This is an optimization exercise on Yosys and OpenROAD, whose aim is small area, a short achievable clock period and few clock cycles, not a production implementation. RTL that was checked went through simulation tests only; none was proved equivalent to the original. Power and IR drop assume default switching activity.

## old
==> flow/design.v (excerpt) <==
module rps_serial_core (
    input  wire       clk,
    input  wire       rst,         
    input  wire       drv_ready,   
    input  wire [7:0] in_port,     
    input  wire [9:0] dist_mm,     
    input  wire       tick,        
    input  wire       rx_valid,
    input  wire [7:0] rx_data,
    output wire       rx_ready,
    output wire       tx_valid,
    output wire [7:0] tx_data,
    input  wire       tx_ready,
    output wire [7:0] out_port     
);
For scale: roughly 4,800 cells after synthesis, ~2,300 flip-flops, about 50 I/O pins, ~59,000 um^2 of cells after synthesis.
clock: 110.0 ns
lec_check: 0
abc_area: 1
cap_margin: 20
core_margin: 2
core_utilization: 65
cts_buf_list: sky130_fd_sc_hd__clkbuf_8
cts_cluster_diameter: 45
cts_cluster_size: 20
place_density: 0.75
slew_margin: 20
standard.sh (not shown) runs the stock make flow with config.mk's settings and CLKGATE_MAP_FILE= SYNTH_SCRIPT=/design/flow/synth_recipe.tcl, a recipe that flattens the netlist after the stock synthesis.
==> flow/flow/run.sh <==
#!/bin/bash
# Standard layout, with faster cells for the port buffers.
set -euo pipefail
cd "$(dirname "$0")/.."
export BUFFER_PORTS_ARGS="-buffer_cell sky130_fd_sc_hd__buf_4"
bash standard.sh finish > standard.log 2>&1
For new, these inputs were changed with respect to old:
--- a/flow/design.v
+++ b/flow/design.v
@@ -766,21 +766,22 @@
             endcase
         end
     end
     wire adv_out = ~txv | tx_ready;
     always @(posedge clk) begin
         if (rst) begin
-            txv <= 1'b0; sbv <= 1'b0;
+            txv <= 1'b0; sbv <= 1'b0; txd <= 8'd0;
         end else if (adv_out) begin
             txv <= sbv | push;
             sbv <= 1'b0;
         end else if (push)
             sbv <= 1'b1;
-        if (adv_out) begin
+        if (!rst && adv_out) begin
             if (sbv)       txd <= sb;
             else if (push) txd <= pbyte;
-        end else if (push)
+        end
+        if (!adv_out && push)
             sb <= pbyte;
     end
     assign tx_valid = txv;
     assign tx_data  = txd;
 endmodule
Notes after the runs:
For the count of clock-net buffers in the final layout, new came in about 8% lower than old did. Comparing old and new, length of routed wiring on met1 is lower on old. Status: fraction of synthesized cell area in xor and xnor cells parity (new, old). new vs old, slowest stage cell on the critical path: dfxtp_1 vs edfxtp_1. new vs old: antenna diode count up in new. met2 usage in global routing sits lower in new than in old. For the worst slack on hold paths, new came in 0.0066 ns lower than old did. old vs new, launching instance or port of the critical path: txd[6] vs txd[5]. | worst endpoint required time | new vs old | ≈ equal |. Via count: old vs new, no meaningful difference. new finished every stage and its layout cleared the timing, DRC and antenna checks. Between old and new, first-pass GRT wire length is lower for old, new comes in above that. Summary — pin slew with the least headroom to its limit, new relative to old: lower, by 0.10 ns. On area of the die, old loses to new. new leaves less setup margin than old.
Testbench counts of new, summed over its fixed seeds: cycles 23,256.
No functional check of the RTL was part of old.

---

== trial 80 ==
Another version of the RTL of rps_serial_core (not shown whole).
Size: about 4900 cells after synthesis, roughly 50 I/O pins.
Settings: LEC_CHECK=0, ABC_AREA=1, CAP_MARGIN=20, CORE_MARGIN=2, CORE_UTILIZATION=72, PLACE_DENSITY=0.8, SLEW_MARGIN=20; clock period 110.0 ns.
==> flow/flow/run.sh <==
#!/bin/bash
# Standard layout, with faster cells for the port buffers, and a clock tree
# of strong buffers above smaller leaf buffers.
set -euo pipefail
cd "$(dirname "$0")/.."
export BUFFER_PORTS_ARGS="-buffer_cell sky130_fd_sc_hd__buf_4"
export CTS_ARGS="-sink_clustering_enable -repair_clock_nets -sink_clustering_size 16 -sink_clustering_max_diameter 40 -root_buf sky130_fd_sc_hd__clkbuf_16 -buf_list sky130_fd_sc_hd__clkbuf_16 -sink_clustering_buffer sky130_fd_sc_hd__clkbuf_8"
bash standard.sh finish > standard.log 2>&1
Trial 80: all stages complete, timing, DRC and antenna checks passed
Testbench counts of trial 80, summed over its fixed seeds: cycles 22,772.
For trial 91, these inputs were changed with respect to trial 80:
--- a/flow/design.v
+++ b/flow/design.v
@@ -185,20 +185,20 @@
     wire [3:0] dd = rs[3:0];      
     reg       prot;           
     reg       plong;          
     reg       pend;           
     localparam integer QD = 3;
     localparam integer QW = 5;
     reg [QW*QD-1:0] qd;
     reg [QD-1:0]    qv;
     reg [1:0] eh;             
-    reg [7:0] txd;
-    reg       txv;
+    reg [7:0] txd, sb;
+    reg       txv, sbv;
     wire [7:0] kch    = kw_ch({kw, pos});
     wire       match  = alive && (kch == 8'h00);    
     wire       int_ok = dig && !bad &&
                         ((sig < 4'd10) || ((sig == 4'd10) && (neg ? (cmp != C_GT) : (cmp == C_LT))));
     wire       is0    = (val == 3'd0);
     wire       is1    = !neg && (val == 3'd1);
     wire [2:0] pw     = neg ? 3'd0 : ((val >= 3'd6) ? 3'd6 : val);
     wire [3:0] seg_name = (match && kw <= K_MP) ? kw : K_NONE;
     wire [1:0] seg_dir  = (match && kw == K_FWD) ? 2'd1 :
@@ -254,20 +254,19 @@
                 if (qv_n[qi-1] && !qv_n[qi]) qd_n[QW*qi +: QW] = {kind, o2, o1};
             qv_n = {qv_n[QD-2:0], 1'b1};
         end
     end
     wire       first   = (j == 8'd0);
     wire       adv     = first || (exps == 5'd0);
     wire       pay_ok  = (first || (ph == exps)) && (!adv || !prot || (!plong && wcol != rc));
     wire [3:0] wcol    = adv ? inc15(wc) : wc;
     assign take = hv && ((dst == D_HUNT) ||
-                         (dst == D_LEN && !pend && !(dec && kind == R_UNK) &&
-                          !(dec ? qv[QD-2] : qv[QD-1])) ||
+                         (dst == D_LEN && !pend_n && !qv_n[QD-1]) ||
                          (dst == D_PAY && pay_ok));
     wire       wr      = take && (dst == D_PAY);
     wire       is_dig  = (hb >= "0") && (hb <= "9");
     wire [3:0] dval    = hb[3:0];
     always @(posedge clk) begin
         if (rst) begin
             dst <= D_HUNT; fin <= 1'b0; act <= 1'b0; wc <= 4'd0;
         end else begin
             act <= fin;
@@ -702,20 +701,19 @@
             end
             T_H1:   pbyte = {7'd0, nhi};
             T_H2:   pbyte = nlo;
             T_ROM:  pbyte = {1'b0, rom_q[6:0]};
             T_ECHO: begin pvalid = (ph == rs); pbyte = ring_rd; end
             T_NL:   pbyte = 8'h0a;
             default: pbyte = pchar;
         endcase
     end
-    wire   adv_out = ~txv | tx_ready;        
-    assign push = pvalid && adv_out;
+    assign push = pvalid && !sbv;
     always @(posedge clk) begin
         if (rst) begin
             tst <= T_IDLE; prot <= 1'b0; pend <= 1'b0; qv <= {QD{1'b0}}; eh <= 2'd0;
         end else begin
             pend <= pend_n;
             qv   <= qv_n;
             if (push) begin
                 case (tst)
                     T_IDLE: begin
@@ -772,20 +770,28 @@
                 end
                 T_POLL: begin
                     if (pl_last) ra <= {pl + 4'd1, 4'd0};
                     else         ra <= ra + 8'd1;
                 end
                 default: ;
             endcase
         end
     end
+    wire adv_out = ~txv | tx_ready;
     always @(posedge clk) begin
         if (rst) begin
-            txv <= 1'b0; txd <= 8'd0;
+            txv <= 1'b0; sbv <= 1'b0; txd <= 8'd0;
         end else if (adv_out) begin
-            txv <= push;
-            if (push) txd <= pbyte;
+            txv <= sbv | push;
+            sbv <= 1'b0;
+        end else if (push)
+            sbv <= 1'b1;
+        if (!rst && adv_out) begin
+            if (sbv)       txd <= sb;
+            else if (push) txd <= pbyte;
         end
+        if (!adv_out && push)
+            sb <= pbyte;
     end
     assign tx_valid = txv;
     assign tx_data  = txd;
 endmodule
--- outcome ---
Of trial 91 and trial 80, the run reporting the higher part of the power in combinational logic was trial 91.
Cmp trial 91 vs trial 80: worst hold-check slack higher in trial 91
Going from trial 80 to trial 91, aggregate routed wire length went up, die area now sits higher, clock power shows an increase of about 4%, total DRC errors in the routed layout neither gained nor lost much.
Taking trial 80 as the reference point, the met3 demand-to-capacity share in global routing of trial 91 rises by 0.44 points.
Launch point of the worst path = tx_ready: trial 80; launch point of the worst path = o2: trial 91
In trial 91 the flop and latch count out of synthesis turned out about 0.4% higher than in trial 80.
Against trial 80, trial 91 comes in 0.80% higher on post-route standard cell area excluding fillers.
[trial 91 vs trial 80] detailed-routing iteration count for the pre-antenna-repair pass: higher in trial 91
Delta (trial 91 minus trial 80): clock-buffer cell count rose about 0.54%; worst slew margin relative to its limit rose 3.5 points; TritonCTS sink count rose 0.40%; worst-case reg-to-reg path depth rose about 30%.
Testbench counts of trial 91, summed over its fixed seeds: cycles 22,748.

---

## v6
RTL: one of the versions met above, not the one the previous note started from.
For scale: ~2300 flip-flops, about 50 I/O pins, about 0.059 sq mm of cells after synthesis.
clock: 110.0 ns
lec_check: 0
abc_area: 1
cap_margin: 20
core_margin: 2
core_utilization: 72
place_density: 0.8
slew_margin: 20
==> flow/flow/run.sh <==
#!/bin/bash
# Standard layout, with faster cells for the port buffers, and a clock tree
# of strong buffers above smaller leaf buffers.
set -euo pipefail
cd "$(dirname "$0")/.."
export BUFFER_PORTS_ARGS="-buffer_cell sky130_fd_sc_hd__buf_4"
export CTS_ARGS="-sink_clustering_enable -repair_clock_nets -sink_clustering_size 16 -sink_clustering_max_diameter 46 -root_buf sky130_fd_sc_hd__clkbuf_16 -buf_list sky130_fd_sc_hd__clkbuf_16 -sink_clustering_buffer sky130_fd_sc_hd__clkbuf_8"
bash standard.sh finish > standard.log 2>&1
Testbench counts of v6, summed over its fixed seeds: cycles 22,748.
Edits applied to the flow inputs when going from v6 to v7:
-- flow/design.v --
<<< v6, line 192
    reg [QD-1:0]    qv;
    reg [1:0] eh;             
    reg [7:0] txd, sb;
    reg       txv, sbv;
    wire [7:0] kch    = kw_ch({kw, pos});
    wire       match  = alive && (kch == 8'h00);    
>>> v7, line 192
    reg [QD-1:0]    qv;
    reg [1:0] eh;             
    reg [7:0] txd;
    reg       txv;
    wire [7:0] kch    = kw_ch({kw, pos});
    wire       match  = alive && (kch == 8'h00);    
<<< v6, line 261
    wire [3:0] wcol    = adv ? inc15(wc) : wc;
    assign take = hv && ((dst == D_HUNT) ||
                         (dst == D_LEN && !pend_n && !qv_n[QD-1]) ||
                         (dst == D_PAY && pay_ok));
    wire       wr      = take && (dst == D_PAY);
>>> v7, line 261
    wire [3:0] wcol    = adv ? inc15(wc) : wc;
    assign take = hv && ((dst == D_HUNT) ||
                         (dst == D_LEN && !pend && !(dec && kind == R_UNK) &&
                          !(dec ? qv[QD-2] : qv[QD-1])) ||
                         (dst == D_PAY && pay_ok));
    wire       wr      = take && (dst == D_PAY);
<<< v6, line 708
        endcase
    end
    assign push = pvalid && !sbv;
    always @(posedge clk) begin
        if (rst) begin
>>> v7, line 709
        endcase
    end
    wire   adv_out = ~txv | tx_ready;        
    assign push = pvalid && adv_out;
    always @(posedge clk) begin
        if (rst) begin
<<< v6, line 777
        end
    end
    wire adv_out = ~txv | tx_ready;
    always @(posedge clk) begin
        if (rst) begin
            txv <= 1'b0; sbv <= 1'b0; txd <= 8'd0;
        end else if (adv_out) begin
            txv <= sbv | push;
            sbv <= 1'b0;
        end else if (push)
            sbv <= 1'b1;
        if (!rst && adv_out) begin
            if (sbv)       txd <= sb;
            else if (push) txd <= pbyte;
        end
        if (!adv_out && push)
            sb <= pbyte;
    end
    assign tx_valid = txv;
>>> v7, line 779
        end
    end
    always @(posedge clk) begin
        if (rst) begin
            txv <= 1'b0; txd <= 8'd0;
        end else if (adv_out) begin
            txv <= push;
            if (push) txd <= pbyte;
        end
    end
    assign tx_valid = txv;
### Flow results
Wire: v7 routes less than v6
Worst hold slack across all endpoints: v7 worse than v6
On part of the power in combinational logic: v7 sits below v6.
Compared with v6, v7 improves first-pass GRT wire length.
Between v7 and v6, the reg2reg setup slack is lower for v6.
Area growth from synthesis to final layout for v7: 0.17 points down relative to v6
| worst-case setup margin in the final layout | v7 vs v6 | 1.25 ns lower |
Diff v7 and v6: worst-case headroom to the max-slew limit lower in v6
Flip-flop and latch count was lower in v7 than in v6.
Testbench counts of v7, summed over its fixed seeds: cycles 22,772.

-- re-timing with driven ports --
In the flow no input, the clock included, has a driving cell. The finished layouts below were timed again as built, in two steps.
Step 1 sets driving cells, clkbuf_16 on the clock port and buf_2 on the other inputs (assumed; they add their load-dependent delay and slew).
Step 2, shift: input delay + t, output delay - t, t = (earliest + latest rising clock arrival at the registers) / 2. This alone moves slack from input paths to output paths.
a / b / c = ideal ports / drivers / drivers and shift; a / b = the first two.
run	t, ns	setup slack, ns	clock arrival spread, ns
old	0.905	86.591 / 86.525 / 86.493	0.047 / 0.047
new	0.916	86.586 / 86.523 / 86.200	0.060 / 0.060
trial 80	0.790	85.451 / 85.494 / 84.704	0.044 / 0.043
trial 91	0.796	86.737 / 86.668 / 86.484	0.049 / 0.049
v6	0.794	86.705 / 86.640 / 86.235	0.039 / 0.040
v7	0.792	85.459 / 85.505 / 84.713	0.036 / 0.036
After both steps every run listed still meets setup and hold. The setup slack of trial 80, which loses most, moves by +0.043 ns with the drivers and by -0.747 ns with both steps.
